Background: an optimization exercise with open tools, aiming at small area, a short achievable clock period and few clock cycles. Do not read the settings as production practice.
RTL that was checked went through simulation tests only; none was proved equivalent to the original.
Only the layout flow was run in runs 1 and 2; the RTL was not checked for function there.
Power figures rest on the tool's default switching activity, not on a simulated workload.

--- flow/flow/run.sh ---
#!/bin/bash
bash standard.sh SETUP_SLACK_MARGIN=6.5 "BUFFER_PORTS_ARGS=-buffer_cell sky130_fd_sc_hd__buf_1" CTS_CLUSTER_SIZE=20 CTS_CLUSTER_DIAMETER=150 finish > standard.log 2>&1
--- flow/standard.sh ---
#!/bin/bash
# synth_recipe.tcl (not shown) runs the flow's synth.tcl, then flattens the netlist and writes it again
# the make line also repeats each setting of config.mk as NAME=value (left out here)
make -C /OpenROAD-flow-scripts/flow DESIGN_CONFIG=/design/flow/config.mk WORK_HOME=/design/flow/orfs CLKGATE_MAP_FILE= SYNTH_SCRIPT=/design/flow/synth_recipe.tcl "${@:-finish}"
--- flow/config.mk ---
export PLATFORM = sky130hd
export DESIGN_NAME = s88_scanner
export DESIGN_NICKNAME = s88_scanner
export VERILOG_FILES = /design/flow/design.v
export SDC_FILE = /design/flow/constraint.sdc
export NUM_CORES = 4
export LEC_CHECK = 0
export CAP_MARGIN = 20
export CORE_MARGIN = 2
export CORE_UTILIZATION = 40
export SLEW_MARGIN = 20
--- flow/constraint.sdc ---
create_clock -name core_clock -period 10.0 [get_ports {clk}]
set_input_delay 2.0000 -clock core_clock [delete_from_list [all_inputs] [get_ports {clk}]]
set_output_delay 2.0000 -clock core_clock [all_outputs]
set_load 0.01 [all_outputs]
--- flow/design.v ---
module s88_scanner (
    input  wire        clk,
    input  wire        rst,           
    input  wire        cmd_valid,
    input  wire        cmd_enable,
    input  wire [7:0]  cmd_mc,
    output wire        cmd_ready,
    output reg         req_valid,
    output reg         req_start,
    output reg  [5:0]  req_want,
    input  wire        bat_valid,
    input  wire [31:0] bat_value,
    input  wire [5:0]  bat_n,
    output reg         ev_valid,
    output reg  [7:0]  ev_addr,
    output wire [1:0]  ev_state,
    input  wire        ev_ready
);
    reg [31:0] w0, w1, w2, w3;
    reg [1:0]  ph;
    reg [2:0]  hw_w;                
    reg [4:0]  hw_b;
    reg        enabled;
    reg [3:0]  mcm;                 
    reg [1:0]  pq;                  
    reg        vld;                 
    reg        fast;
    reg        f1;                  
    reg        f2;                  
    reg [31:0] v;
    reg [5:0]  nv;                  
    reg [4:0]  sh;                  
    reg [4:0]  k;                   
    reg        kfin;                
    reg        ev_st;               
    reg        e1_v;                
    reg [7:0]  e1_addr;
    reg        e1_st;
    integer j;
    assign ev_state  = {ev_st, ~ev_st};
    assign cmd_ready = !vld;
    wire [1:0] lastw = mcm[3:2];
    wire       want_full = (pq != lastw) || (mcm[1:0] == 2'd3);
    wire [5:0] want = req_want;
    wire can = !e1_v;               
    wire [31:0] m = v ^ w0;
    reg  [31:0] pre;                
    always @* begin
        pre[0] = 1'b0;
        for (j = 1; j < 32; j = j + 1)
            pre[j] = pre[j-1] | m[j-1];
    end
    wire [31:0] lo    = m & ~pre;
    wire        any   = |m;
    wire        multi = |(m & pre);
    reg  [5:0]  idx1;               
    always @* begin
        idx1 = 6'd0;
        for (j = 0; j < 32; j = j + 1)
            if (lo[j]) idx1 = idx1 | (j + 1);
    end
    wire        f_act  = vld && fast;
    wire        f_emit = f_act && any && can;
    wire        f_done = f_act && f1 && can;
    wire        s_act  = vld && !fast && (sh == 5'd0) && !kfin;
    wire        s_in   = ({1'b0, k} < nv) && ((ph != lastw) || (k[4:3] <= mcm[1:0]));
    wire        s_unk  = (hw_w == {1'b0, ph}) && (k == hw_b);
    wire        s_chg  = s_in && (s_unk || (v[0] ^ w0[0]));
    wire        s_step = s_act && (!s_chg || can);
    wire        s_emit = s_act && s_chg && can;
    wire        s_nb   = s_in ? v[0] : w0[0];
    wire        s_done = vld && !fast && kfin;
    wire done = f_done || s_done;
    wire emit = f_emit || s_emit;
    wire [5:0] eoff  = fast ? idx1 : ({1'b0, k} + 6'd1);
    wire [7:0] eaddr = {{1'b0, ph} + {2'b00, eoff[5]}, eoff[4:0]};
    wire       est   = fast ? |(lo & v) : v[0];
    wire acc = req_valid && bat_valid;
    wire rot = done || (!vld && (ph != pq));
    wire       part_w = !bat_n[5];                  
    wire       ce_w   = part_w || (pq == lastw);
    wire       fast_w = !part_w && want_full && (hw_w > {1'b0, pq});
    wire [31:0] dn = bat_value ^ w1;
    reg  [31:0] t_any [0:5];
    reg  [31:0] t_mul [0:5];
    reg  [31:0] t_m3  [0:5];
    integer l;
    always @* begin
        for (j = 0; j < 32; j = j + 1) begin
            t_any[0][j] = dn[j];
            t_mul[0][j] = 1'b0;
            t_m3[0][j]  = 1'b0;
        end
        for (l = 1; l < 6; l = l + 1)
            for (j = 0; j < 32; j = j + 1)
                if (j < (32 >> l)) begin
                    t_any[l][j] = t_any[l-1][2*j] | t_any[l-1][2*j+1];
                    t_mul[l][j] = t_mul[l-1][2*j] | t_mul[l-1][2*j+1]
                                | (t_any[l-1][2*j] & t_any[l-1][2*j+1]);
                    t_m3[l][j]  = t_m3[l-1][2*j] | t_m3[l-1][2*j+1]
                                | (t_mul[l-1][2*j] & t_any[l-1][2*j+1])
                                | (t_any[l-1][2*j] & t_mul[l-1][2*j+1]);
                end else begin
                    t_any[l][j] = 1'b0;
                    t_mul[l][j] = 1'b0;
                    t_m3[l][j]  = 1'b0;
                end
    end
    wire dn_le1 = !t_mul[5][0];
    wire dn_le2 = !t_m3[5][0];
    wire       vld_n  = acc || (vld && !done);
    wire       fast_n = acc ? fast_w : fast;
    wire       f1_n   = acc ? (vld && fast_w && dn_le1) : (f1 || (f_act && (!multi || (f2 && f_emit))));
    wire       slot0  = !ev_valid || ev_ready;
    wire       evv_n  = slot0 ? (e1_v || emit) : 1'b1;
    wire       e1v_n  = slot0 ? 1'b0 : (e1_v || emit);
    wire       cmd_t  = cmd_valid && !vld;
    wire       en_cmd = cmd_t && cmd_enable && !enabled && cmd_mc >= 8'd1 && cmd_mc <= 8'd16;
    wire       en_n   = en_cmd || (enabled && !(cmd_t && !cmd_enable));
    wire [1:0] ph_n   = en_cmd ? 2'd0 : (rot ? ph + 2'd1 : ph);
    wire [1:0] pq_n   = en_cmd ? 2'd0 : (acc ? (ce_w ? 2'd0 : pq + 2'd1) : pq);
    wire [3:0] mcm_n  = en_cmd ? cmd_mc[3:0] - 4'd1 : mcm;
    wire       rv_n   = en_n && (vld_n ? (fast_n && f1_n && !e1v_n && (ph_n + 2'd1 == pq_n))
                                       : (ph_n == pq_n));
    wire [31:0] hn = w0 ^ (lo & {32{f_emit}});
    always @(posedge clk) begin
        if (rot) begin
            w0 <= w1; w1 <= w2; w2 <= w3; w3 <= hn;
        end else if (s_step) begin
            w0 <= {s_nb, w0[31:1]};
        end else begin
            w0 <= hn;
        end
    end
    always @(posedge clk) begin
        fast <= fast_n;
        f1   <= f1_n;
        if (acc)
            f2 <= vld && fast_w && dn_le2;
        ph   <= ph_n;
        pq   <= pq_n;
        if (acc) begin
            v    <= bat_value;
            nv   <= bat_n[5] ? 6'd32 : bat_n;
            sh   <= (part_w && bat_n[4:0] != 5'd0) ? (5'd0 - bat_n[4:0]) : 5'd0;
            k    <= 5'd0;
            kfin <= 1'b0;
        end else if (vld && !fast && sh != 5'd0) begin
            v  <= {v[0], v[31:1]};
            sh <= sh - 5'd1;
        end else if (s_step) begin
            v  <= {v[0], v[31:1]};
            k  <= k + 5'd1;
            if (k == 5'd31)
                kfin <= 1'b1;
        end
        if (slot0) begin
            if (e1_v) begin
                ev_addr <= e1_addr;
                ev_st   <= e1_st;
            end else if (emit) begin
                ev_addr <= eaddr;
                ev_st   <= est;
            end
        end
        if (emit && !slot0) begin
            e1_addr <= eaddr;
            e1_st   <= est;
        end
        if (s_step && s_in && s_unk)
            {hw_w, hw_b} <= {hw_w, hw_b} + 8'd1;
        mcm       <= mcm_n;
        req_start <= (pq_n == 2'd0);
        req_want  <= (pq_n != mcm_n[3:2]) ? 6'd32 : {3'd1 + {1'b0, mcm_n[1:0]}, 3'b000};
        if (en_cmd) begin
            hw_w <= 3'd0;
            hw_b <= 5'd0;
        end
    end
    always @(posedge clk) begin
        if (rst) begin
            enabled   <= 1'b0;
            vld       <= 1'b0;
            ev_valid  <= 1'b0;
            e1_v      <= 1'b0;
            req_valid <= 1'b0;
        end else begin
            enabled   <= en_n;
            vld       <= vld_n;
            ev_valid  <= evv_n;
            e1_v      <= e1v_n;
            req_valid <= rv_n;
        end
    end
endmodule
==> summary.txt, run 1 <==
## Synthesis
* sky130_fd_sc_hd__nand2_1 — cell with the most instances after synthesis
* 4 — Yosys warning count
* 223 — number of synthesized register bits
* 10.37 µm² — per-instance average area after synthesis
* 0.3971 — proportion of netlist area held by the largest area contributor
* 77 — number of distinct library cells after synthesis
* sky130_fd_sc_hd__edfxtp_1 — ys flop type
* 158 — number of synthesized flops with an enable pin
* 0 — async set-reset flop share out of synthesis
* 11950 µm² — Synth Cell Area
* sky130_fd_sc_hd__edfxtp_1 40%, sky130_fd_sc_hd__dfxtp_1 11%, sky130_fd_sc_hd__nand2_1 5.7% — largest cells by area after synthesis
* 1152 — post-synthesis cell count
* sky130_fd_sc_hd__edfxtp_1 — leading area contributor after synthesis
* 182 x sky130_fd_sc_hd__nand2_1, 158 x sky130_fd_sc_hd__edfxtp_1, 76 x sky130_fd_sc_hd__xor2_1 — top cells by count, synth
* 0.5060 — sequential cell area fraction in the yosys report

## Hold path
* w1[8] — Hold Crit Endpoint
* 0 — number of cells on the worst hold path
* reg -> reg — path category of the worst min-delay check
* w2[8] — startpoint of the most critical hold path

## Worst setup path
* 0.36 ns — worst stage delay on the critical path
* 6.61 ns — setup slack of the worst register-to-register path
* 3.92 ns — Crit path arrival time
* 10.31 ns — data required time of the worst path
* sky130_fd_sc_hd__a2111oi_4 — Critical Path Slowest Stage Cell
* primary input — Critical Path Start Type
* 3 — Max FO, Critical Path
* v[0] — worst flop-to-flop path startpoint
* register — crit path capture type
* 10 — number of cells on the worst reg-to-reg path
* buf_1 > xor2_1 > o21ai_1 > o21ai_2 > o21ai_1 > o211ai_1 > nor3b_4 > o21ai_2 > a2111oi_4 — cell-by-cell listing of the critical path
* req_valid — capture instance of the worst register-to-register path
* in -> reg — worst setup path class

## Timing
* 3.608 ns — Min Clock Period, post-route
* 0 — number of slew-limit violations in the final report
* 0 — final setup fails
* 0 — Hold Fails Final Rpt
* 0.3237 — Worst slew margin
* 0.02925 ns — clock skew after layout
* 6.392 ns — worst-case setup margin in the final layout
* 0 ns — final total negative setup slack
* 0.4078 ns — Fin Hold WS
* 1.015 ns — Worst Tran Pin Value
* 0.2772 GHz — Peak Freq
* true — RSZ-0062 raised after global routing
* 0.3608 — share of the clock period used by the worst path

## Placement
* 0.9706 — GP Congestion
* 22630 µm — Final HPWL DP
* 68 — IO Port Bufs
* 5.515 ns — pre-CTS setup slack

## Global route
* 0 — overflow left after global routing
* 0.2029 — overall routing resource usage
* 0 — number of antenna violations at the first check in global routing
* 49570 µm — first-pass GRT wire length
* 84 — largest net degree at the start of global routing
* 8553 — number of global-route vias before repair

## Detailed routing
* 5 — first-pass detailed-route iteration total
* 31940 µm — overall routed net length
* 0 — DRC violation count after routing
* 5.481 — vias per cell
* 562 — detailed router's first-iteration violation count
* 19.64 µm — drt wl/cell
* 8912 — DR vias
* 0 — antenna-violating nets left

## Cells and area
* 0.1505 — fraction of layout instances using a drive strength above 1
* 0.4658 — share of the core filled with cells in the final layout
* 2823 — layout filler cell count
* 0 — antenna diode count
* 1301 — number of nets at the end of the flow
* 15.23% — Layout area overhead

## Power and ir drop
* 5.118 nW — reported leakage power
* 270.8 nW/µm² — power density of the placed cells
* 0.2152 mV — Peak VDD IR

## Status
* no timing/DRC/antenna violations — status

## Clock network
* 3 — Clock Tree Buf Depth
* 15 — total CTS buffers
* done — TritonCTS clock tree
* 0.50 ns — clock insertion delay at the later pin of the skew report
* 1 — H-tree depth
* sky130_fd_sc_hd__clkbuf_16 — Clock Tree Root
* 0.10 ns — Clock transition at path regs
* 223 — TritonCTS sink count

## Floorplan
* 176.8 µm — y dimension of the die
* 29560 µm² — Core Footprint
* 0.4042 — Starting Density
* 72 — # IOs
* 176.8 µm — Die X-Extent
* 31270 µm² — area of the die
* 63 — number of standard-cell rows in the floorplan

## Flow run
* 0 — Max-Cap Viols

-- cell families after synthesis --
group           after synthesis  share of synthesized area
mux                          65                    0.05791
other cells                   1                  0.0003138
buf+inv                      82                    0.02932
fa+ha+maj                    39                    0.03707
compound gates              203                     0.1102
xor+xnor                    119                    0.08723
simple gates                420                     0.1720
flops                       223                     0.5060
-- worst max-delay path by stage --
| stage | start | end | slack, ns | cells past startpoint |
|---|---|---|---|---|
| finish | bat_value[16] | f2 | 6.39 | 9 |
| global route | bat_value[16] | f2 | 6.27 | 9 |
| CTS | bat_value[4] | req_valid | 6.41 | 8 |
| detailed placement | cmd_mc[1] | req_want[5] | 5.52 | 9 |
| global placement | cmd_mc[1] | req_want[5] | 5.57 | 9 |
| floorplan | bat_value[8] | f2 | 6.09 | 8 |
-- what timing repair did --
action	CTS	global route
setup endpoints to repair	127	51
buffers inserted	10	10
gates resized for setup	42	63
gates cloned	3	0
hold buffers	0	0
pin swaps	5	20
-- cells in the final DEF, fill, tap and decap left out, types with 9 or more instances in the layout --
cell                        count
sky130_fd_sc_hd__nand3_1       30
sky130_fd_sc_hd__mux2i_1       32
sky130_fd_sc_hd__o21ai_1       14
sky130_fd_sc_hd__nor3_1        31
sky130_fd_sc_hd__xnor2_1       38
sky130_fd_sc_hd__nand2b_1       9
sky130_fd_sc_hd__ha_1          17
sky130_fd_sc_hd__a21oi_1       38
sky130_fd_sc_hd__mux2_2        30
sky130_fd_sc_hd__clkbuf_1       9
sky130_fd_sc_hd__inv_1         36
sky130_fd_sc_hd__nand2_1      181
sky130_fd_sc_hd__nor2b_1       12
sky130_fd_sc_hd__edfxtp_1     158
sky130_fd_sc_hd__xor2_1        61
sky130_fd_sc_hd__xor2_2        10
sky130_fd_sc_hd__buf_4         26
sky130_fd_sc_hd__buf_1         59
sky130_fd_sc_hd__dfxtp_1       65
sky130_fd_sc_hd__nand4_1       11
sky130_fd_sc_hd__maj3_1        13
sky130_fd_sc_hd__o21ai_0       53
sky130_fd_sc_hd__nor2_1        63
sky130_fd_sc_hd__clkbuf_16     15
-- power breakdown --
| group | leakage, nW | switching (mW) | internal [mW] |
|---|---|---|---|
| clock | 0.205 | 0.318 | 0.288 |
| combinational | 2.84 | 0.889 | 0.544 |
| sequential | 2.08 | 0.257 | 1.43 |
| total | 5.12 | 1.46 | 2.26 |
-- routing by layer --
layer / part of all wire / up-vias / track usage / wire (µm)
li1: - / 4334 / - / -
met5: 0 / - / 0 / 0
met3: 0.040 / 56 / 0.02234 / 1282
met1: 0.47 / 4286 / 0.2877 / 15090
met4: 0.032 / 0 / 0.06439 / 1027
met2: 0.46 / 236 / 0.3255 / 14540
-- worst max-delay path, delay by kind of cell --
kind / cells / cell delay [ns]
AND/OR/NAND/NOR: 1 / 0.30
AO/OA/AOI/OAI: 6 / 1.25
XOR/XNOR: 1 / 0.17
buffers and inverters: 1 / 0.20
-- registers in the layout (all words and copies together), names as in the netlist, 6 cells and up --
name / count
w0: 32
v: 32
w3: 32
nv: 6
w2: 32
ev_addr: 8
w1: 32
e1_addr: 8
-- stage by stage --
stage | instances | instance area (µm²) | total power [mW]
after CTS | 1616 | 13400 | 3.636
after floorplan | 1154 | 12100 | 2.555
final | 1626 | 13770 | 3.728
after global placement | 1578 | 12690 | 2.938
after detailed placement | 1578 | 12690 | 2.953
after global routing | 1626 | 13770 | 3.956
-- area by class of cell --
| class | count | area (µm²) | area share |
|---|---|---|---|
| multi-input combinational | 852 | 6133 | 0.4455 |
| sequential | 223 | 6046 | 0.4391 |
| timing repair buffer | 95 | 501.7 | 0.03644 |
| tap | 390 | 488.0 | 0.03544 |
| clock buffer | 24 | 409.1 | 0.02972 |
| inverter | 41 | 170.2 | 0.01236 |
| clock inverter | 1 | 20.02 | 0.001454 |
==> run 2: changes to the inputs <==
==> flow/flow/run.sh (replaced) <==
#!/bin/bash
bash standard.sh SETUP_SLACK_MARGIN=6.75 "BUFFER_PORTS_ARGS=-buffer_cell sky130_fd_sc_hd__buf_1" CTS_CLUSTER_SIZE=20 CTS_CLUSTER_DIAMETER=150 finish > standard.log 2>&1
==> summary.txt, run 2 <==
## Worst setup path
* 1 — total buffers and inverters traversed by the critical path
* 10 — number of cells on the worst reg-to-reg path
* buf_8 > xor2_4 > or3_1 > or2_4 > maj3_2 > and3b_2 > a22oi_2 > a2bb2oi_2 > a2111oi_2 — cell-by-cell listing of the critical path
* bat_value[8] — launching element of the worst setup path
* simple AND/OR/NAND/NOR gates — cell family with most CP delay
* 6.79 ns — setup slack of the worst register-to-register path
* sky130_fd_sc_hd__or3_1 — Critical Path Slowest Stage Cell
* primary input — Critical Path Start Type
* 10.31 ns — data required time of the worst path
* w0[0] — worst flop-to-flop path startpoint
* f2 — capture point of the worst path
* 3.93 ns — Crit path arrival time
* 0.39 ns — worst stage delay on the critical path
* req_valid — capture instance of the worst register-to-register path
* register — crit path capture type
* 4 — Max FO, Critical Path
* 9 — Critical Path Stages
* in -> reg — worst setup path class

## Cells and area
* 6238 µm² — area of combinational cells with multiple inputs
* 6047 µm² — Sequential Area
* 0 — antenna diode count
* 16.47% — Layout area overhead
* 1301 — number of nets at the end of the flow
* sky130_fd_sc_hd__nand2_1 — most common cell after layout, fill and taps aside
* 181 x sky130_fd_sc_hd__nand2_1, 158 x sky130_fd_sc_hd__edfxtp_1, 64 x sky130_fd_sc_hd__dfxtp_1 — most frequent cells in the layout
* 1626 — count of placed standard cells in the final layout, fillers left out
* 0.1602 — fraction of layout instances using a drive strength above 1
* 2764 — layout filler cell count
* 0.4708 — share of the core filled with cells in the final layout

## Timing
* 0 — final setup fails
* 3.624 ns — Min Clock Period, post-route
* 0 ns — final total negative setup slack
* 0 — Hold Fails Final Rpt
* 0.02144 ns — clock skew after layout
* true — RSZ-0062 raised after global routing
* 0.3624 — share of the clock period used by the worst path
* 0.2759 GHz — Peak Freq
* 0 — number of slew-limit violations in the final report
* 0.9112 ns — Worst Tran Pin Value
* 0.3926 — Worst slew margin

## Power and ir drop
* 5.127 nW — reported leakage power
* 0.458 — Flop pwr share
* 265.3 nW/µm² — power density of the placed cells
* 2.251 mW — cell-internal power
* 0.1355 mV — Peak VDD IR
* 1.441 mW — total net switching power
* 0.378 — combinational cell fraction of total power
* 0.3903 — fraction of power spent switching nets
* 0.164 — clock network power share
* 3.693 mW — Tot Pwr

## Synthesis
* 0.5060 — sequential cell area fraction in the yosys report
* sky130_fd_sc_hd__edfxtp_1 — ys flop type
* sky130_fd_sc_hd__edfxtp_1 — leading area contributor after synthesis
* 77 — number of distinct library cells after synthesis
* 0.3971 — proportion of netlist area held by the largest area contributor
* sky130_fd_sc_hd__edfxtp_1 40%, sky130_fd_sc_hd__dfxtp_1 11%, sky130_fd_sc_hd__nand2_1 5.7% — largest cells by area after synthesis
* 4 — Yosys warning count
* 182 x sky130_fd_sc_hd__nand2_1, 158 x sky130_fd_sc_hd__edfxtp_1, 76 x sky130_fd_sc_hd__xor2_1 — top cells by count, synth
* 0 — async set-reset flop share out of synthesis
* 158 — number of synthesized flops with an enable pin
* sky130_fd_sc_hd__nand2_1 — cell with the most instances after synthesis
* 1152 — post-synthesis cell count
* 223 — number of synthesized register bits
* 10.37 µm² — per-instance average area after synthesis
* 11950 µm² — Synth Cell Area

## Placement
* 68 — IO Port Bufs
* 0.9347 — GP Congestion
* 1578 — placed cell count
* 22430 µm — Final HPWL DP

## Global route
* 0 — number of antenna violations at the first check in global routing
* 0 — overflow left after global routing
* 84 — largest net degree at the start of global routing
* 48670 µm — first-pass GRT wire length
* 0.1999 — overall routing resource usage
* 8446 — number of global-route vias before repair

## Clock network
* 1 — H-tree depth
* 223 — TritonCTS sink count
* 0 — hold buffers post-CTS
* 0.09 ns — Clock transition at path regs
* 15 — total CTS buffers
* sky130_fd_sc_hd__clkbuf_16 — Clock Tree Root
* 3 — Clock Tree Buf Depth
* done — TritonCTS clock tree
* 0.49 ns — clock insertion delay at the later pin of the skew report

## Flow run
* 0 — Max-Cap Viols

## Hold path
* w2[24] — startpoint of the most critical hold path
* reg -> reg — path category of the worst min-delay check

## Floorplan
* 0.4042 — Starting Density
* 29560 µm² — Core Footprint
* 72 — # IOs
* 31270 µm² — area of the die
* 176.8 µm — Die X-Extent
* 63 — number of standard-cell rows in the floorplan
* 176.8 µm — y dimension of the die

## Detailed routing
* 0 — DRC violation count after routing
* 0 — antenna-violating nets left
* 8896 — DR vias
* 19.23 µm — drt wl/cell
* 5.471 — vias per cell
* 31270 µm — overall routed net length
* 646 — detailed router's first-iteration violation count
* 5 — first-pass detailed-route iteration total

## Status
* no timing/DRC/antenna violations — status

run 2: cell families (layout without fill, tap and decap cells):
group | Yosys count | in the layout | synth area share
simple gates | 420 | 423 | 0.1720
flops | 223 | 223 | 0.5060
compound gates | 203 | 203 | 0.1102
xor+xnor | 119 | 119 | 0.08723
buf+inv | 82 | 161 | 0.02932
mux | 65 | 65 | 0.05791
fa+ha+maj | 39 | 39 | 0.03707
other cells | 1 | 3 | 0.0003138
run 2: power by group through the flow:
stage               logic (mW)  registers, mW  clock network [mW]
finish                    1.39           1.69               0.607
detailed placement        1.27           1.68                   0
CTS                       1.33           1.67               0.627
global route              1.55           1.74               0.660
floorplan                0.941           1.62                   0
global placement          1.26           1.67                   0
run 2: area by class of cell:
type                    count  area share
flip-flops and latches    223      0.4345
multi-input cells         852      0.4483
clock inverters             1    0.001438
inverters                  41     0.01259
well taps                 390     0.03506
repair buffers             95     0.03875
clock buffers              24     0.02940
run 2: stage by stage:
step           area (µm²)  hold WS [ns]  worst slack [ns]
2_1_floorplan       12110        0.4003             6.090
3_3_place_gp        12700        0.4005             5.521
3_5_place_dp        12700        0.4045             5.452
4_1_cts             13550        0.4093             6.382
5_1_grt             13920        0.4208             6.281
6_report            13920        0.4151             6.376
run 2: worst min path at each step:
stage,to,slack [ns],cells after the start
finish,w1[24],0.42,0
floorplan,w1[0],0.40,0
CTS,w1[24],0.41,0
global placement,w2[5],0.40,0
global route,w1[24],0.42,0
detailed placement,w1[10],0.40,0
run 2: worst register-to-register path: cells and delay by family, from the launching register on:
kind                       cells  cell delay [ns]
AOI/OAI and AO/OA              6             1.61
adders and majority gates      1             0.32
buffers and inverters          2             0.24
DFF                            1             0.40
and+or+nand+nor                1             0.57
run 2: repair_timing:
item / in CTS / in global routing
hold endpoints to repair: 0 / 0
pin swaps: 8 / 19
cloned: 3 / 0
gates resized for setup: 65 / 58
setup endpoints to repair: 157 / 108
buffers inserted: 13 / 7
run 2: per-layer routing:
| layer | share of wire | up-vias | track usage |
|---|---|---|---|
| li1 | - | 4319 | - |
| met1 | 0.46 | 4297 | 0.2817 |
| met2 | 0.46 | 232 | 0.3177 |
| met3 | 0.050 | 48 | 0.03050 |
| met4 | 0.027 | 0 | 0.06095 |
| met5 | 0 | - | 0 |
==> run 3: changes to the inputs <==
--- a/flow/design.v
+++ b/flow/design.v
@@ -28,3 +28,2 @@
     reg        f1;                  
-    reg        f2;                  
     reg [31:0] v;
@@ -85,3 +84,2 @@
     reg  [31:0] t_mul [0:5];
-    reg  [31:0] t_m3  [0:5];
     integer l;
@@ -91,3 +89,2 @@
             t_mul[0][j] = 1'b0;
-            t_m3[0][j]  = 1'b0;
         end
@@ -99,5 +96,2 @@
                                 | (t_any[l-1][2*j] & t_any[l-1][2*j+1]);
-                    t_m3[l][j]  = t_m3[l-1][2*j] | t_m3[l-1][2*j+1]
-                                | (t_mul[l-1][2*j] & t_any[l-1][2*j+1])
-                                | (t_any[l-1][2*j] & t_mul[l-1][2*j+1]);
                 end else begin
@@ -105,3 +99,2 @@
                     t_mul[l][j] = 1'b0;
-                    t_m3[l][j]  = 1'b0;
                 end
@@ -109,6 +102,5 @@
     wire dn_le1 = !t_mul[5][0];
-    wire dn_le2 = !t_m3[5][0];
     wire       vld_n  = acc || (vld && !done);
     wire       fast_n = acc ? fast_w : fast;
-    wire       f1_n   = acc ? (vld && fast_w && dn_le1) : (f1 || (f_act && (!multi || (f2 && f_emit))));
+    wire       f1_n   = acc ? (vld && fast_w && dn_le1) : (f1 || (f_act && !multi));
     wire       slot0  = !ev_valid || ev_ready;
@@ -137,4 +129,2 @@
         f1   <= f1_n;
-        if (acc)
-            f2 <= vld && fast_w && dn_le2;
         ph   <= ph_n;
==> flow/flow/run.sh (replaced) <==
#!/bin/bash
bash standard.sh SETUP_SLACK_MARGIN=7 "BUFFER_PORTS_ARGS=-buffer_cell sky130_fd_sc_hd__buf_2"  finish > standard.log 2>&1
==> summary.txt, run 3 <==
## Timing
* 0.4503 — Worst slew margin
* 0.3173 GHz — Peak Freq
* 0.8170 ns — Worst Tran Pin Value
* 0 — Hold Fails Final Rpt
* true — RSZ-0062 raised after global routing
* 0 — number of slew-limit violations in the final report
* 0 ns — final total negative setup slack
* 0.3152 — share of the clock period used by the worst path
* 0.01519 ns — clock skew after layout
* 0 — final setup fails
* 3.152 ns — Min Clock Period, post-route
* 6.848 ns — worst-case setup margin in the final layout

## Global route
* 8495 — number of global-route vias before repair
* 48560 µm — first-pass GRT wire length
* 0 — overflow left after global routing
* 0 — number of antenna violations at the first check in global routing
* 64 — largest net degree at the start of global routing
* 0.2037 — overall routing resource usage

## Floorplan
* 72 — # IOs
* 30250 µm² — area of the die
* 28550 µm² — Core Footprint
* 173.9 µm — y dimension of the die
* 0.4045 — Starting Density
* 173.9 µm — Die X-Extent
* 62 — number of standard-cell rows in the floorplan

## Detailed routing
* 31840 µm — overall routed net length
* 0 — DRC violation count after routing
* 0 — antenna-violating nets left
* 8996 — DR vias
* 5 — first-pass detailed-route iteration total
* 19.50 µm — drt wl/cell
* 631 — detailed router's first-iteration violation count
* 5.509 — vias per cell

## Synthesis
* 3 — Yosys warning count
* 11550 µm² — Synth Cell Area
* sky130_fd_sc_hd__edfxtp_1 — cell with the most instances after synthesis
* 0.5209 — sequential cell area fraction in the yosys report
* sky130_fd_sc_hd__edfxtp_1 — leading area contributor after synthesis
* 70 — number of distinct library cells after synthesis
* 157 x sky130_fd_sc_hd__edfxtp_1, 142 x sky130_fd_sc_hd__nand2_1, 82 x sky130_fd_sc_hd__nor2_1 — top cells by count, synth
* sky130_fd_sc_hd__edfxtp_1 — ys flop type
* 10.43 µm² — per-instance average area after synthesis
* sky130_fd_sc_hd__edfxtp_1 41%, sky130_fd_sc_hd__dfxtp_1 11%, sky130_fd_sc_hd__xnor2_1 5.3% — largest cells by area after synthesis
* 222 — number of synthesized register bits
* 0 — async set-reset flop share out of synthesis
* 1107 — post-synthesis cell count
* 157 — number of synthesized flops with an enable pin
* 0.4082 — proportion of netlist area held by the largest area contributor

## Clock network
* 3 — Clock Tree Buf Depth
* sky130_fd_sc_hd__clkbuf_16 — Clock Tree Root
* 222 — TritonCTS sink count
* done — TritonCTS clock tree
* 1 — H-tree depth
* 0.53 ns — clock insertion delay at the later pin of the skew report
* 25 — total CTS buffers
* 0.06 ns — Clock transition at path regs

## Flow run
* 0 — Max-Cap Viols

## Power and ir drop
* 1.558 mW — total net switching power
* 0.3688 — fraction of power spent switching nets
* 2.668 mW — cell-internal power
* 283.9 nW/µm² — power density of the placed cells
* 5.778 nW — reported leakage power
* 0.415 — Flop pwr share
* 0.1518 mV — Peak VDD IR
* 0.378 — combinational cell fraction of total power
* 0.207 — clock network power share

## Worst setup path
* in -> reg — worst setup path class
* 10.42 ns — data required time of the worst path
* primary input — Critical Path Start Type
* 3.57 ns — Crit path arrival time
* 3 — Max FO, Critical Path
* register — crit path capture type

## Placement
* 68 — IO Port Bufs
* 21200 µm — Final HPWL DP
* 0.9512 — GP Congestion
* 4.692 ns — pre-CTS setup slack

## Cells and area
* 2600 — layout filler cell count
* 0 — antenna diode count
* 0.2874 — fraction of layout instances using a drive strength above 1
* 6028 µm² — Sequential Area
* sky130_fd_sc_hd__edfxtp_1 — most common cell after layout, fill and taps aside
* 6390 µm² — area of combinational cells with multiple inputs
* 28.89% — Layout area overhead
* 1304 — number of nets at the end of the flow
* 157 x sky130_fd_sc_hd__edfxtp_1, 138 x sky130_fd_sc_hd__nand2_1, 75 x sky130_fd_sc_hd__nor2_1 — most frequent cells in the layout

## Hold path
* reg -> reg — path category of the worst min-delay check

## Status
* no timing/DRC/antenna violations — status

## run 3: cell types whose count changed after synthesis, sizes merged, moves of 11 or more
cell and delta:
xnor2 +29, nand4 +14, nand2 -40, nor3 -12, nor2 +17, xor2 -37, clkbuf +12, a22oi +11
o21ai -28
## run 3: kinds of logic after synthesis
group	synth area share
and+or+nand+nor	0.1615
DFF	0.5209
AOI/OAI and AO/OA	0.1141
xor gates and xnor gates	0.08548
buffers and inverters	0.03077
muxes	0.05200
adders and majority gates	0.03489
other	0.0003247
## run 3: per-stage QoR
step	std cells	utilization	power, mW	hold WS [ns]	instance area, µm²
after global routing	1633	0.5214	4.472	0.4160	14890
after global placement	1523	0.4489	3.109	0.4011	12820
final	1633	0.5214	4.226	0.4144	14890
after CTS	1607	0.5017	4.122	0.4111	14320
after detailed placement	1523	0.4489	3.125	0.4052	12820
after floorplan	1109	-	2.704	0.4003	12160
## run 3: power by group through the flow
stage / sequential, mW / combinational [mW] / clock (mW)
final: 1.75 / 1.60 / 0.873
after global routing: 1.79 / 1.75 / 0.930
after CTS: 1.74 / 1.50 / 0.890
after detailed placement: 1.74 / 1.39 / 0
after global placement: 1.73 / 1.38 / 0
after floorplan: 1.66 / 1.05 / 0
## run 3: final cells by class
class,instances,area share
multi-input cells,801,0.4293
inverters,46,0.01681
clock buffers,39,0.05035
clock inverters,6,0.002185
well taps,384,0.03228
flip-flops and latches,222,0.4050
repair inverters,2,0.001849
repair buffers,133,0.06228
## run 3: worst paths after layout
check	startpoint	endpoint	slack, ns	cells after the start
max	bat_value[8]	req_valid	6.85	9
min	w2[0]	w1[0]	0.41	0
max reg2reg	v[6]	w0[22]	6.91	8
min reg2reg	w2[0]	w1[0]	0.41	0
## run 3: critical path: stages
cell                      delay [ns]
sky130_fd_sc_hd__buf_2          0.13
sky130_fd_sc_hd__xnor2_2        0.15
sky130_fd_sc_hd__nand4_1        0.23
sky130_fd_sc_hd__o21ai_0        0.15
sky130_fd_sc_hd__a22oi_1        0.25
sky130_fd_sc_hd__o21ai_0        0.13
sky130_fd_sc_hd__a22oi_1        0.19
sky130_fd_sc_hd__o21ai_2        0.12
sky130_fd_sc_hd__a31o_2         0.21
## run 3: what timing repair did
| action | CTS | global route |
|---|---|---|
| cloned | 4 | 3 |
| endpoints found under the setup margin | 255 | 167 |
| hold buffers | 0 | 0 |
| buffers inserted | 35 | 23 |
| pin swaps | 26 | 26 |
| resized for setup | 76 | 68 |
## run 3: metal layers
layer | vias to the layer above | wire length, µm | global-route usage | part of all wire
met2 | 285 | 14580 | 0.3259 | 0.46
met1 | 4312 | 14170 | 0.2875 | 0.45
met3 | 82 | 1946 | 0.02909 | 0.061
met4 | 0 | 1140 | 0.06232 | 0.036
li1 | 4317 | - | - | -
met5 | - | 0 | 0 | 0
Testbench counts of run 3, summed over its fixed seeds: cycles 11,461.
==> run 4: changes to the inputs <==
==> flow/flow/run.sh (replaced) <==
#!/bin/bash
bash standard.sh SETUP_SLACK_MARGIN=6.75 "BUFFER_PORTS_ARGS=-buffer_cell sky130_fd_sc_hd__buf_2"  finish > standard.log 2>&1
==> summary.txt, run 4 <==
## Floorplan
* 0.4045 — Starting Density
* 173.9 µm — y dimension of the die
* 62 — number of standard-cell rows in the floorplan
* 30250 µm² — area of the die
* 72 — # IOs
* 173.9 µm — Die X-Extent
* 28550 µm² — Core Footprint

## Detailed routing
* 5 — first-pass detailed-route iteration total
* 5.552 — vias per cell
* 8922 — DR vias
* 30980 µm — overall routed net length
* 19.28 µm — drt wl/cell
* 0 — antenna-violating nets left
* 0 — DRC violation count after routing
* 597 — detailed router's first-iteration violation count

## Global route
* 0 — number of antenna violations at the first check in global routing
* 58 — largest net degree at the start of global routing
* 8447 — number of global-route vias before repair
* 0.1988 — overall routing resource usage
* 47400 µm — first-pass GRT wire length
* 0 — overflow left after global routing

## Hold path
* reg -> reg — path category of the worst min-delay check
* w2[13] — startpoint of the most critical hold path
* w1[13] — Hold Crit Endpoint
* 0 — number of cells on the worst hold path

## Worst setup path
* 1 — total buffers and inverters traversed by the critical path
* register — crit path capture type
* sky130_fd_sc_hd__edfxtp_1 — Critical Path Slowest Stage Cell
* w0[22] — capture instance of the worst register-to-register path
* xnor2_2 > nand4_1 > buf_4 > or4_4 > or4_4 > or3b_4 > nor2_4 > mux2_4 > o21a_1 — cell-by-cell listing of the critical path
* v[5] — launching element of the worst setup path
* 9 — number of cells on the worst reg-to-reg path
* 10.43 ns — data required time of the worst path
* v[5] — worst flop-to-flop path startpoint
* sky130_fd_sc_hd__or4_4 — most numerous cell on the critical path
* reg -> reg — worst setup path class
* 6.74 ns — setup slack of the worst register-to-register path
* 5 — Max FO, Critical Path
* 3.69 ns — Crit path arrival time
* register — Critical Path Start Type
* simple AND/OR/NAND/NOR gates — cell family with most CP delay
* 0.48 ns — worst stage delay on the critical path

## Power and ir drop
* 0.3685 — fraction of power spent switching nets
* 0.365 — combinational cell fraction of total power
* 1.511 mW — total net switching power
* 5.510 nW — reported leakage power
* 0.1826 mV — Peak VDD IR
* 2.589 mW — cell-internal power
* 289.7 nW/µm² — power density of the placed cells
* 0.215 — clock network power share
* 0.420 — Flop pwr share

## Placement
* 68 — IO Port Bufs
* 0.9056 — GP Congestion
* 12410 µm² — Cell Area, Placed
* 21230 µm — Final HPWL DP

## Timing
* 0.7361 ns — Worst Tran Pin Value
* true — RSZ-0062 raised after global routing
* 0.5093 — Worst slew margin
* 0.009952 ns — clock skew after layout
* 0 — number of slew-limit violations in the final report
* 0.3260 — share of the clock period used by the worst path
* 0 — final setup fails
* 3.260 ns — Min Clock Period, post-route
* 0.3067 GHz — Peak Freq
* 0 ns — final total negative setup slack
* 0 — Hold Fails Final Rpt

## Synthesis
* 157 x sky130_fd_sc_hd__edfxtp_1, 142 x sky130_fd_sc_hd__nand2_1, 82 x sky130_fd_sc_hd__nor2_1 — top cells by count, synth
* 222 — number of synthesized register bits
* 157 — number of synthesized flops with an enable pin
* 10.43 µm² — per-instance average area after synthesis
* 0 — async set-reset flop share out of synthesis
* sky130_fd_sc_hd__edfxtp_1 41%, sky130_fd_sc_hd__dfxtp_1 11%, sky130_fd_sc_hd__xnor2_1 5.3% — largest cells by area after synthesis
* 11550 µm² — Synth Cell Area
* 0.5209 — sequential cell area fraction in the yosys report
* sky130_fd_sc_hd__edfxtp_1 — leading area contributor after synthesis
* 70 — number of distinct library cells after synthesis
* sky130_fd_sc_hd__edfxtp_1 — ys flop type
* 3 — Yosys warning count
* 1107 — post-synthesis cell count
* 0.4082 — proportion of netlist area held by the largest area contributor
* sky130_fd_sc_hd__edfxtp_1 — cell with the most instances after synthesis

## Clock network
* 222 — TritonCTS sink count
* 25 — total CTS buffers
* 1 — H-tree depth
* 0.54 ns — clock insertion delay at the later pin of the skew report
* 3 — Clock Tree Buf Depth
* sky130_fd_sc_hd__clkbuf_16 — Clock Tree Root
* 0.06 ns — Clock transition at path regs
* done — TritonCTS clock tree
* 0 — hold buffers post-CTS

## Cells and area
* 0 — antenna diode count
* 157 x sky130_fd_sc_hd__edfxtp_1, 137 x sky130_fd_sc_hd__nand2_1, 77 x sky130_fd_sc_hd__nor2_1 — most frequent cells in the layout
* sky130_fd_sc_hd__edfxtp_1 — most common cell after layout, fill and taps aside
* 2668 — layout filler cell count
* 1277 — number of nets at the end of the flow
* 0.2396 — fraction of layout instances using a drive strength above 1
* 22.51% — Layout area overhead
* 14150 µm² — final non-filler cell area

## Status
* no timing/DRC/antenna violations — status

## Flow run
* 0 — Max-Cap Viols

## run 4: cell counts after synthesis
Identical to the previous run, type by type.
## run 4: worst register-to-register path, cell delays in order, from the launching register on
cell	delay (ns)
sky130_fd_sc_hd__edfxtp_1	0.48
sky130_fd_sc_hd__xnor2_2	0.22
sky130_fd_sc_hd__nand4_1	0.24
sky130_fd_sc_hd__buf_4	0.22
sky130_fd_sc_hd__or4_4	0.45
sky130_fd_sc_hd__or4_4	0.48
sky130_fd_sc_hd__or3b_4	0.46
sky130_fd_sc_hd__nor2_4	0.14
sky130_fd_sc_hd__mux2_4	0.32
sky130_fd_sc_hd__o21a_1	0.16
## run 4: what timing repair did
item                       CTS  global route
cloned                       2             1
gates resized for setup     42            68
buffers inserted            16            17
setup endpoints to repair  215           114
pin swaps                    5            13
## run 4: how the worst max path moves through the flow
stage / slack, ns / cells after the start / end
detailed placement: 4.92 / 10 / req_valid
CTS: 6.73 / 8 / w0[22]
floorplan: 6.48 / 8 / req_want[5]
global route: 6.67 / 9 / w0[22]
finish: 6.74 / 9 / w0[22]
global placement: 5.09 / 10 / req_valid
## run 4: kinds of logic after synthesis
| kind of cell | share of synthesized area |
|---|---|
| flip-flops | 0.5209 |
| other | 0.0003247 |
| buffers and inverters | 0.03077 |
| AND/OR/NAND/NOR | 0.1615 |
| adder cells (fa/ha/maj) | 0.03489 |
| XOR/XNOR | 0.08548 |
| AO/OA/AOI/OAI | 0.1141 |
| multiplexers | 0.05200 |
## run 4: cell type report
class                   count  area, µm²  area share
flip-flops and latches    222       6021      0.4255
multi-input cells         798       5914      0.4180
well taps                 384      480.5     0.03396
inverters                  46      222.7     0.01574
clock inverters            10      88.84    0.006279
repair buffers            110      713.2     0.05041
repair inverters            1      11.26   0.0007959
clock buffers              36      696.9     0.04926
## run 4: power groups by stage
stage | registers (mW) | clock network (mW) | logic, mW
after global placement | 1.69 | 0 | 1.31
after floorplan | 1.62 | 0 | 0.977
final | 1.72 | 0.883 | 1.50
after global routing | 1.76 | 0.934 | 1.63
after detailed placement | 1.69 | 0 | 1.33
after CTS | 1.69 | 0.902 | 1.39
## run 4: layer usage
layer  vias to the layer above  GRT usage  part of all wire
li1                       4272          -                 -
met1                      4317     0.2742              0.45
met2                       264     0.3230              0.45
met3                        69    0.02822             0.055
met4                         0    0.06583             0.037
met5                         -          0                 0
## run 4: stage by stage
step	setup WS, ns	power [mW]	instances	utilization	hold WS, ns
2_1_floorplan	6.481	2.601	1109	-	0.4003
3_3_place_gp	5.086	2.995	1525	0.4349	0.4010
3_5_place_dp	4.919	3.019	1525	0.4349	0.4045
4_1_cts	6.732	3.986	1589	0.4760	0.4112
5_1_grt	6.671	4.329	1607	0.4956	0.4242
6_report	6.740	4.099	1607	0.4956	0.4095
==> run 5: changes to the inputs <==
==> flow/flow/run.sh (replaced) <==
#!/bin/bash
bash standard.sh SETUP_SLACK_MARGIN=6.75 "BUFFER_PORTS_ARGS=-buffer_cell sky130_fd_sc_hd__buf_2" ABC_AREA=1 finish > standard.log 2>&1
==> summary.txt, run 5 <==
## Status
* no timing/DRC/antenna violations — status

## Synthesis
* 288 x sky130_fd_sc_hd__nand2_1, 159 x sky130_fd_sc_hd__inv_1, 157 x sky130_fd_sc_hd__edfxtp_1 — top cells by count, synth
* 0.05880 — synthesized-area fraction occupied by xor and xnor cells
* 222 — number of synthesized register bits
* sky130_fd_sc_hd__edfxtp_1 — leading area contributor after synthesis
* 0.2248 — simple-gate portion of the synthesized area
* 0.1073 — fraction of the mapped netlist area in compound gates
* 11580 µm² — Synth Cell Area
* 8.810 µm² — per-instance average area after synthesis
* 56 — number of distinct library cells after synthesis
* 0.4073 — proportion of netlist area held by the largest area contributor
* sky130_fd_sc_hd__nand2_1 — cell with the most instances after synthesis
* simple AND/OR/NAND/NOR gates — largest family of logic cells by synthesized area
* 0.0008647 — post-synthesis mux area share
* 1314 — post-synthesis cell count
* 0 — async set-reset flop share out of synthesis
* 0.02270 — post-synthesis adder-cell area fraction
* sky130_fd_sc_hd__edfxtp_1 — ys flop type
* 3 — Yosys warning count
* 157 — number of synthesized flops with an enable pin
* sky130_fd_sc_hd__edfxtp_1 41%, sky130_fd_sc_hd__dfxtp_1 11%, sky130_fd_sc_hd__nand2_1 9.3% — largest cells by area after synthesis
* 0.5197 — sequential cell area fraction in the yosys report

## Detailed routing
* 5 — first-pass detailed-route iteration total
* 0 — antenna-violating nets left
* 17.27 µm — drt wl/cell
* 9721 — DR vias
* 5.198 — vias per cell
* 0 — DRC violation count after routing
* 32290 µm — overall routed net length
* 747 — detailed router's first-iteration violation count

## Timing
* 0.4157 ns — Fin Hold WS
* 0 — final setup fails
* 0.7550 ns — Worst Tran Pin Value
* 3.687 ns — Min Clock Period, post-route
* 0 ns — final total negative setup slack
* 0 — Hold Fails Final Rpt
* 0.3687 — share of the clock period used by the worst path
* 0 — number of slew-limit violations in the final report
* 0.4948 — Worst slew margin
* true — RSZ-0062 raised after global routing
* 0.2712 GHz — Peak Freq
* 0.02148 ns — clock skew after layout

## Cells and area
* 0 — antenna diode count
* 14850 µm² — final non-filler cell area
* 1541 — number of nets at the end of the flow
* 1870 — count of placed standard cells in the final layout, fillers left out
* sky130_fd_sc_hd__nand2_1 — most common cell after layout, fill and taps aside
* 28.27% — Layout area overhead
* 0.2510 — fraction of layout instances using a drive strength above 1
* 269 x sky130_fd_sc_hd__nand2_1, 157 x sky130_fd_sc_hd__edfxtp_1, 141 x sky130_fd_sc_hd__inv_1 — most frequent cells in the layout

## Clock network
* 222 — TritonCTS sink count
* done — TritonCTS clock tree
* sky130_fd_sc_hd__clkbuf_16 — Clock Tree Root
* 0.06 ns — Clock transition at path regs
* 25 — total CTS buffers
* 1 — H-tree depth
* 3 — Clock Tree Buf Depth
* 0.53 ns — clock insertion delay at the later pin of the skew report

## Floorplan
* 174.1 µm — y dimension of the die
* 62 — number of standard-cell rows in the floorplan
* 0.4044 — Starting Density
* 72 — # IOs
* 174.1 µm — Die X-Extent
* 28630 µm² — Core Footprint
* 30320 µm² — area of the die

## Worst setup path
* 5 — total buffers and inverters traversed by the critical path
* in -> reg — worst setup path class
* 4.13 ns — Crit path arrival time
* primary input — Critical Path Start Type
* sky130_fd_sc_hd__o41ai_4 — Critical Path Slowest Stage Cell
* register — crit path capture type
* buf_6 > xnor2_2 > inv_2 > nor4_4 > nand2_1 > buf_6 > buf_6 > buf_6 > o22a_1 > o41ai_4 > nand3_2 > a21oi_2 — cell-by-cell listing of the critical path
* 10.45 ns — data required time of the worst path
* compound AO/OA/AOI/OAI gates — cell family with most CP delay
* sky130_fd_sc_hd__buf_6 — most numerous cell on the critical path
* 3 — Max FO, Critical Path
* 0.46 ns — worst stage delay on the critical path

## Power and ir drop
* 0.1767 mV — Peak VDD IR
* 265.4 nW/µm² — power density of the placed cells
* 6.203 nW — reported leakage power

## Hold path
* reg -> reg — path category of the worst min-delay check

## Global route
* 49520 µm — first-pass GRT wire length
* 0 — number of antenna violations at the first check in global routing
* 9357 — number of global-route vias before repair
* 0 — overflow left after global routing
* 0.2039 — overall routing resource usage
* 81 — largest net degree at the start of global routing

## Placement
* 1738 — placed cell count
* 20730 µm — Final HPWL DP
* 68 — IO Port Bufs
* 12440 µm² — Cell Area, Placed
* 0.9282 — GP Congestion

## Flow run
* 0 — Max-Cap Viols

==> run 5: path summary, 6_finish.rpt <==
kind / start / end / slack [ns] / cells after the start
setup / recovery: bat_value[23] / req_valid / 6.31 / 12
hold / removal: w3[14] / w2[14] / 0.42 / 0
setup reg to reg: v[0] / ev_addr[6] / 6.60 / 19
hold reg to reg: w3[14] / w2[14] / 0.42 / 0
==> run 5: cell type report <==
cell class | count | area, µm²
Tap cell | 384 | 480.5
Multi-Input combinational cell | 898 | 5662
Clock buffer | 36 | 706.9
Fill cell | 2602 | 13780
Sequential cell | 222 | 6021
Clock inverter | 9 | 121.4
Inverter | 163 | 648.1
Timing Repair inverter | 2 | 12.51
Timing Repair Buffer | 156 | 1197
==> run 5: repair_timing <==
item | in CTS | in global routing
gates cloned | 3 | 2
resized for setup | 112 | 102
pin swaps | 37 | 67
hold buffers | 0 | 0
buffers inserted | 60 | 22
endpoints found under the setup margin | 99 | 128
==> run 5: power breakdown <==
part | internal, mW | switching (mW) | total (mW)
Combinational | 0.487 | 0.906 | 1.39
Clock | 0.566 | 0.364 | 0.929
Sequential | 1.42 | 0.200 | 1.62
==> run 5: kinds of logic (layout without fill, tap and decap cells) <==
logic type | Yosys count | in the layout
other | 1 | 3
buffers and inverters | 198 | 366
multiplexers | 1 | 1
flip-flops | 222 | 222
AND/OR/NAND/NOR | 568 | 570
adder cells (fa/ha/maj) | 21 | 21
AO/OA/AOI/OAI | 227 | 227
XOR/XNOR | 76 | 76
==> run 5: through the flow <==
step	setup slack [ns]	util	power [mW]
after floorplan	6.298	-	2.409
after CTS	6.435	0.4993	3.845
after global routing	6.283	0.5188	4.181
after global placement	5.678	0.4345	2.726
final	6.313	0.5188	3.941
after detailed placement	5.600	0.4345	2.750
==> run 5: layer usage <==
layer  global-route usage  share of wire  vias up
li1                     -              -     4716
met1               0.2748           0.45     4667
met2               0.3416           0.47      277
met3              0.02515          0.047       61
met4              0.06758          0.031        0
met5                    0              0        -
==> run 6: changes to the inputs <==
==> flow/flow/run.sh (replaced) <==
#!/bin/bash
bash standard.sh SETUP_SLACK_MARGIN=6.5 "BUFFER_PORTS_ARGS=-buffer_cell sky130_fd_sc_hd__buf_2" CTS_CLUSTER_SIZE=30 CTS_CLUSTER_DIAMETER=150 finish > standard.log 2>&1
==> summary.txt, run 6 <==
## Timing
* 0.3483 — share of the clock period used by the worst path
* 0.4166 — Worst slew margin
* 0.8684 ns — Worst Tran Pin Value
* 0 — final setup fails
* 0.03286 ns — clock skew after layout
* 0 — Hold Fails Final Rpt
* true — RSZ-0062 raised after global routing
* 0.2871 GHz — Peak Freq
* 6.517 ns — worst-case setup margin in the final layout
* 0 — number of slew-limit violations in the final report
* 0 ns — final total negative setup slack
* 0.4081 ns — Fin Hold WS
* 3.483 ns — Min Clock Period, post-route

## Cells and area
* 157 x sky130_fd_sc_hd__edfxtp_1, 140 x sky130_fd_sc_hd__nand2_1, 81 x sky130_fd_sc_hd__nor2_1 — most frequent cells in the layout
* 1239 — number of nets at the end of the flow
* 0.4560 — share of the core filled with cells in the final layout
* 0.1607 — fraction of layout instances using a drive strength above 1
* 13020 µm² — final non-filler cell area
* 2783 — layout filler cell count
* 0 — antenna diode count
* sky130_fd_sc_hd__edfxtp_1 — most common cell after layout, fill and taps aside
* 12.71% — Layout area overhead

## Synthesis
* 222 — number of synthesized register bits
* 0 — async set-reset flop share out of synthesis
* 11550 µm² — Synth Cell Area
* sky130_fd_sc_hd__edfxtp_1 — cell with the most instances after synthesis
* 157 — number of synthesized flops with an enable pin
* sky130_fd_sc_hd__edfxtp_1 — leading area contributor after synthesis
* 0.4082 — proportion of netlist area held by the largest area contributor
* 157 x sky130_fd_sc_hd__edfxtp_1, 142 x sky130_fd_sc_hd__nand2_1, 82 x sky130_fd_sc_hd__nor2_1 — top cells by count, synth
* sky130_fd_sc_hd__edfxtp_1 — ys flop type
* sky130_fd_sc_hd__edfxtp_1 41%, sky130_fd_sc_hd__dfxtp_1 11%, sky130_fd_sc_hd__xnor2_1 5.3% — largest cells by area after synthesis
* 0.5209 — sequential cell area fraction in the yosys report
* 10.43 µm² — per-instance average area after synthesis
* 1107 — post-synthesis cell count
* 70 — number of distinct library cells after synthesis
* 3 — Yosys warning count

## Worst setup path
* register — crit path capture type
* buf_2 > nand2_2 > buf_12 > inv_12 > buf_12 > o211ai_1 > nor4_1 > nand4_1 > nor4_1 > a22oi_1 > o21ai_2 > a31o_2 — cell-by-cell listing of the critical path
* 3.92 ns — Crit path arrival time
* 10.44 ns — data required time of the worst path
* in -> reg — worst setup path class
* 29 — Max FO, Critical Path
* simple AND/OR/NAND/NOR gates — cell family with most CP delay
* primary input — Critical Path Start Type
* 4 — total buffers and inverters traversed by the critical path
* sky130_fd_sc_hd__nor4_1 — Critical Path Slowest Stage Cell
* 0.28 ns — worst stage delay on the critical path

## Detailed routing
* 693 — detailed router's first-iteration violation count
* 0 — DRC violation count after routing
* 7 — first-pass detailed-route iteration total
* 29620 µm — overall routed net length
* 8475 — DR vias
* 19.06 µm — drt wl/cell
* 5.454 — vias per cell
* 0 — antenna-violating nets left

## Clock network
* 11 — total CTS buffers
* sky130_fd_sc_hd__clkbuf_16 — Clock Tree Root
* done — TritonCTS clock tree
* 0.12 ns — Clock transition at path regs
* 222 — TritonCTS sink count
* 0.49 ns — clock insertion delay at the later pin of the skew report
* 3 — Clock Tree Buf Depth
* 1 — H-tree depth
* 0 — hold buffers post-CTS

## Floorplan
* 173.9 µm — y dimension of the die
* 28550 µm² — Core Footprint
* 72 — # IOs
* 30250 µm² — area of the die
* 0.4045 — Starting Density
* 173.9 µm — Die X-Extent
* 62 — number of standard-cell rows in the floorplan

## Global route
* 59 — largest net degree at the start of global routing
* 0.2690 — met1 Use GR
* 8003 — number of global-route vias before repair
* 0.02209 — met3 layer usage reported by global route
* met2 — most used routing layer in global routing
* 0 — number of antenna violations at the first check in global routing
* 0.1892 — overall routing resource usage
* 0.3119 — met2 usage
* 45180 µm — first-pass GRT wire length
* 0 — overflow left after global routing

## Placement
* 12360 µm² — Cell Area, Placed
* 68 — IO Port Bufs
* 21300 µm — Final HPWL DP
* 5.308 ns — pre-CTS setup slack
* 0.8880 — GP Congestion

## Status
* no timing/DRC/antenna violations — status

## Flow run
* 0 — Max-Cap Viols

## Power and ir drop
* 0.1600 mV — Peak VDD IR
* 274.3 nW/µm² — power density of the placed cells
* 4.912 nW — reported leakage power

## Hold path
* reg -> reg — path category of the worst min-delay check

[run 6: cell types whose count changed in the layout (fill, tap and decap cells not counted), sizes merged, moves of 15 or more]
cell    change
buf        -68
a31oi      +15
nor2       -64
xor2       +19
clkbuf     -19
o21ai     -113
mux2i      +26
nand2     -152
inv       -112
xnor2      +16
mux2       +29
nor2b      +15
[run 6: power by group]
part           switching (mW)  leakage [nW]  internal (mW)
clock                   0.293         0.151          0.214
combinational           0.828          2.70          0.545
sequential              0.254          2.06           1.44
total                    1.37          4.91           2.20
[run 6: worst paths after layout]
kind         startpoint         to  slack, ns  depth (start not counted)
max reg2reg        k[1]       v[9]       6.60                          7
max           bat_valid  req_valid       6.52                         12
min              w3[22]     w2[22]       0.41                          0
min reg2reg      w3[22]     w2[22]       0.41                          0
[run 6: through the flow]
| stage | power (mW) | instances |
|---|---|---|
| after detailed placement | 3.011 | 1525 |
| final | 3.570 | 1554 |
| after CTS | 3.550 | 1548 |
| after global placement | 2.992 | 1525 |
| after global routing | 3.792 | 1554 |
| after floorplan | 2.597 | 1109 |
[run 6: kinds of logic (layout without fill, tap and decap cells)]
| family | Yosys count | in the layout | share of synthesized area |
|---|---|---|---|
| compound gates | 201 | 201 | 0.1141 |
| xor+xnor | 111 | 111 | 0.08548 |
| fa+ha+maj | 35 | 35 | 0.03489 |
| buf+inv | 90 | 151 | 0.03077 |
| flops | 222 | 222 | 0.5209 |
| mux | 56 | 56 | 0.05200 |
| other cells | 1 | 3 | 0.0003247 |
| simple gates | 391 | 391 | 0.1615 |
[run 6: per-layer routing]
metal | vias to the layer above | part of all wire
met4 | 0 | 0.021
met3 | 31 | 0.051
met2 | 239 | 0.46
li1 | 4148 | -
met1 | 4057 | 0.47
met5 | - | 0
[run 6: worst reg2reg max path, cell delays in order (launching register included)]
cell and delay [ns]:
sky130_fd_sc_hd__dfxtp_1 0.50, sky130_fd_sc_hd__ha_1 0.29, sky130_fd_sc_hd__a2111o_1 0.36, sky130_fd_sc_hd__a31oi_1 0.19, sky130_fd_sc_hd__o22ai_1 0.24, sky130_fd_sc_hd__o21bai_4 0.19, sky130_fd_sc_hd__buf_4 0.57, sky130_fd_sc_hd__nand3_4 0.60
[run 6: layout make-up]
| type | instances | area (µm²) | area share |
|---|---|---|---|
| timing repair buffer | 88 | 536.8 | 0.04124 |
| clock inverter | 1 | 20.02 | 0.001538 |
| multi-input combinational | 797 | 5475 | 0.4206 |
| sequential | 222 | 6017 | 0.4623 |
| tap | 384 | 480.5 | 0.03691 |
| inverter | 46 | 192.7 | 0.01480 |
| clock buffer | 16 | 294.0 | 0.02259 |
[run 6: repair_timing]
| action | 4_1_cts | 5_1_grt |
|---|---|---|
| cloned | 0 | 1 |
| hold endpoints to repair | 0 | 0 |
| setup buffers | 6 | 5 |
| pin swaps | 5 | 6 |
| endpoints found under the setup margin | 104 | 103 |
| resized for setup | 17 | 27 |
==> run 7: changes to the inputs <==
==> flow/flow/run.sh (replaced) <==
#!/bin/bash
bash standard.sh SETUP_SLACK_MARGIN=6.5 "BUFFER_PORTS_ARGS=-buffer_cell sky130_fd_sc_hd__buf_2" CTS_CLUSTER_SIZE=20 CTS_CLUSTER_DIAMETER=150 finish > standard.log 2>&1
==> summary.txt, run 7 <==
## Worst setup path
* 3.86 ns — Crit path arrival time
* in -> reg — worst setup path class
* 11 — Critical Path Stages
* primary input — Critical Path Start Type
* 10.44 ns — data required time of the worst path
* 0.27 ns — worst stage delay on the critical path
* sky130_fd_sc_hd__o21ai_2 — Critical Path Slowest Stage Cell
* register — crit path capture type
* simple AND/OR/NAND/NOR gates — cell family with most CP delay
* 4 — total buffers and inverters traversed by the critical path
* buf_2 > nand2_2 > buf_12 > clkinv_8 > buf_12 > nor3_1 > o211ai_1 > nor3_1 > nand4_1 > o21ai_2 > a31o_2 — cell-by-cell listing of the critical path
* 8 — number of cells on the worst reg-to-reg path
* 29 — Max FO, Critical Path

## Global route
* 45420 µm — first-pass GRT wire length
* 0 — number of antenna violations at the first check in global routing
* 0.3099 — met2 usage
* 8082 — number of global-route vias before repair
* 0 — overflow left after global routing
* 0.1900 — overall routing resource usage
* 59 — largest net degree at the start of global routing
* met2 — most used routing layer in global routing
* 0.02253 — met3 layer usage reported by global route
* 0.2689 — met1 Use GR

## Clock network
* 3 — Clock Tree Buf Depth
* 0 — hold buffers post-CTS
* 222 — TritonCTS sink count
* 15 — total CTS buffers
* 0.50 ns — clock insertion delay at the later pin of the skew report
* 1 — H-tree depth
* 0.10 ns — Clock transition at path regs
* done — TritonCTS clock tree
* sky130_fd_sc_hd__clkbuf_16 — Clock Tree Root

## Floorplan
* 0.4045 — Starting Density
* 30250 µm² — area of the die
* 28550 µm² — Core Footprint
* 72 — # IOs
* 62 — number of standard-cell rows in the floorplan
* 173.9 µm — Die X-Extent
* 173.9 µm — y dimension of the die

## Cells and area
* sky130_fd_sc_hd__edfxtp_1 — most common cell after layout, fill and taps aside
* 13.89% — Layout area overhead
* 2788 — layout filler cell count
* 5493 µm² — area of combinational cells with multiple inputs
* 1245 — number of nets at the end of the flow
* 0.1645 — fraction of layout instances using a drive strength above 1
* 0 — antenna diode count
* 13150 µm² — final non-filler cell area
* 157 x sky130_fd_sc_hd__edfxtp_1, 140 x sky130_fd_sc_hd__nand2_1, 81 x sky130_fd_sc_hd__nor2_1 — most frequent cells in the layout
* 6017 µm² — Sequential Area

## Synthesis
* sky130_fd_sc_hd__edfxtp_1 — leading area contributor after synthesis
* 11550 µm² — Synth Cell Area
* 0.5209 — sequential cell area fraction in the yosys report
* 0.4082 — proportion of netlist area held by the largest area contributor
* 1107 — post-synthesis cell count
* 157 x sky130_fd_sc_hd__edfxtp_1, 142 x sky130_fd_sc_hd__nand2_1, 82 x sky130_fd_sc_hd__nor2_1 — top cells by count, synth
* 157 — number of synthesized flops with an enable pin
* 70 — number of distinct library cells after synthesis
* 10.43 µm² — per-instance average area after synthesis
* 3 — Yosys warning count
* 222 — number of synthesized register bits
* sky130_fd_sc_hd__edfxtp_1 — ys flop type
* sky130_fd_sc_hd__edfxtp_1 — cell with the most instances after synthesis
* sky130_fd_sc_hd__edfxtp_1 41%, sky130_fd_sc_hd__dfxtp_1 11%, sky130_fd_sc_hd__xnor2_1 5.3% — largest cells by area after synthesis
* 0 — async set-reset flop share out of synthesis

## Power and ir drop
* 4.984 nW — reported leakage power
* 0.1573 mV — Peak VDD IR
* 278.9 nW/µm² — power density of the placed cells
* 3.668 mW — Tot Pwr

## Placement
* 0.8880 — GP Congestion
* 12360 µm² — Cell Area, Placed
* 21300 µm — Final HPWL DP
* 68 — IO Port Bufs

## Detailed routing
* 5.456 — vias per cell
* 0 — antenna-violating nets left
* 8527 — DR vias
* 5 — first-pass detailed-route iteration total
* 19.28 µm — drt wl/cell
* 663 — detailed router's first-iteration violation count
* 30130 µm — overall routed net length
* 0 — DRC violation count after routing

## Timing
* 0.3421 — share of the clock period used by the worst path
* 0 — Hold Fails Final Rpt
* 0.03107 ns — clock skew after layout
* 0.2923 GHz — Peak Freq
* 0.8993 ns — Worst Tran Pin Value
* 0 — number of slew-limit violations in the final report
* 3.421 ns — Min Clock Period, post-route
* true — RSZ-0062 raised after global routing
* 0.3959 — Worst slew margin
* 0 — final setup fails
* 0 ns — final total negative setup slack

## Status
* no timing/DRC/antenna violations — status

## Hold path
* 0 — number of cells on the worst hold path
* reg -> reg — path category of the worst min-delay check

## Flow run
* 0 — Max-Cap Viols

==> run 7: stage by stage <==
stage            util  hold WS, ns  setup WS [ns]  std cells
2_1_floorplan       -       0.4003          6.443       1109
3_3_place_gp   0.4330       0.4003          5.399       1525
3_5_place_dp   0.4330       0.4045          5.308       1525
4_1_cts        0.4527       0.4083          6.352       1556
5_1_grt        0.4607       0.4138          6.481       1563
6_report       0.4607       0.4072          6.579       1563
==> run 7: final timing paths <==
check	start	slack (ns)	to
setup / recovery	bat_valid	6.58	req_valid
hold / removal	w2[23]	0.41	w1[23]
setup reg to reg	v[1]	6.61	w0[22]
hold reg to reg	w2[23]	0.41	w1[23]
==> run 7: power breakdown <==
group	total, mW	leakage (nW)	switching (mW)	internal [mW]
Combinational	1.37	2.72	0.829	0.544
Clock	0.604	0.204	0.318	0.286
Sequential	1.69	2.06	0.252	1.44
Total	3.67	4.98	1.40	2.27
==> run 7: area by class of cell <==
cell class              instances  area share
clock buffers                  23     0.03082
repair buffers                 89     0.04138
flip-flops and latches        222      0.4575
clock inverters                 1    0.001522
multi-input cells             798      0.4176
inverters                      46     0.01465
well taps                     384     0.03653
==> run 7: logic make-up after synthesis <==
group                      share of synthesized area
buffers and inverters                        0.03077
xor gates and xnor gates                     0.08548
adders and majority gates                    0.03489
muxes                                        0.05200
and+or+nand+nor                               0.1615
DFF                                           0.5209
other                                      0.0003247
AOI/OAI and AO/OA                             0.1141
==> run 7: layer usage <==
layer | up-vias | part of all wire
li1 | 4172 | -
met1 | 4062 | 0.47
met2 | 246 | 0.45
met3 | 47 | 0.048
met4 | 0 | 0.032
met5 | - | 0
==> run 7: timing repair <==
action                     in CTS  in global routing
pin swaps                       5                  5
resized for setup              16                 28
setup endpoints to repair     104                 76
gates cloned                    0                  2
buffers inserted                7                  5

[static timing again, ports no longer ideal]
Ports are ideal in the flow. The routed layouts listed here were re-timed in OpenROAD. Step 1 assumes that a clkbuf_16 drives the clock port and a buf_2 every other input. Step 2 adds t to the input delays and takes it off the output delays; t is the mean of the earliest and latest rising clock arrival at the registers after step 1. Input paths then give back, and output paths get back, about the clock's delay inside the block. Slacks: ideal ports / drivers / drivers and shift; pairs: ideal ports / drivers.
| run | shift t [ns] | slack for setup (ns) | hold WS [ns] | latest minus earliest clock arrival (ns) | worst data-port slew with drivers (ns) |
|---|---|---|---|---|---|
| run 1 | 0.532 | 6.392 / 6.404 / 5.873 | 0.408 / 0.408 / 0.408 | 0.031 / 0.031 | 0.06 |
| run 2 | 0.534 | 6.376 / 6.389 / 5.854 | 0.415 / 0.415 / 0.415 | 0.022 / 0.021 | 0.06 |
| run 3 | 0.569 | 6.848 / 6.872 / 6.304 | 0.414 / 0.414 / 0.414 | 0.015 / 0.015 | 0.07 |
| run 4 | 0.585 | 6.740 / 6.740 / 6.232 | 0.409 / 0.409 / 0.409 | 0.010 / 0.011 | 0.04 |
| run 5 | 0.568 | 6.313 / 6.325 / 5.757 | 0.416 / 0.416 / 0.416 | 0.022 / 0.022 | 0.07 |
| run 6 | 0.526 | 6.517 / 6.545 / 6.019 | 0.408 / 0.408 / 0.408 | 0.032 / 0.032 | 0.03 |
| run 7 | 0.536 | 6.579 / 6.607 / 6.071 | 0.407 / 0.407 / 0.407 | 0.031 / 0.032 | 0.03 |
After both steps every run listed still meets setup and hold. For run 5, which loses most, drivers alone change the setup slack by +0.012 ns; drivers and shift together by -0.556 ns.
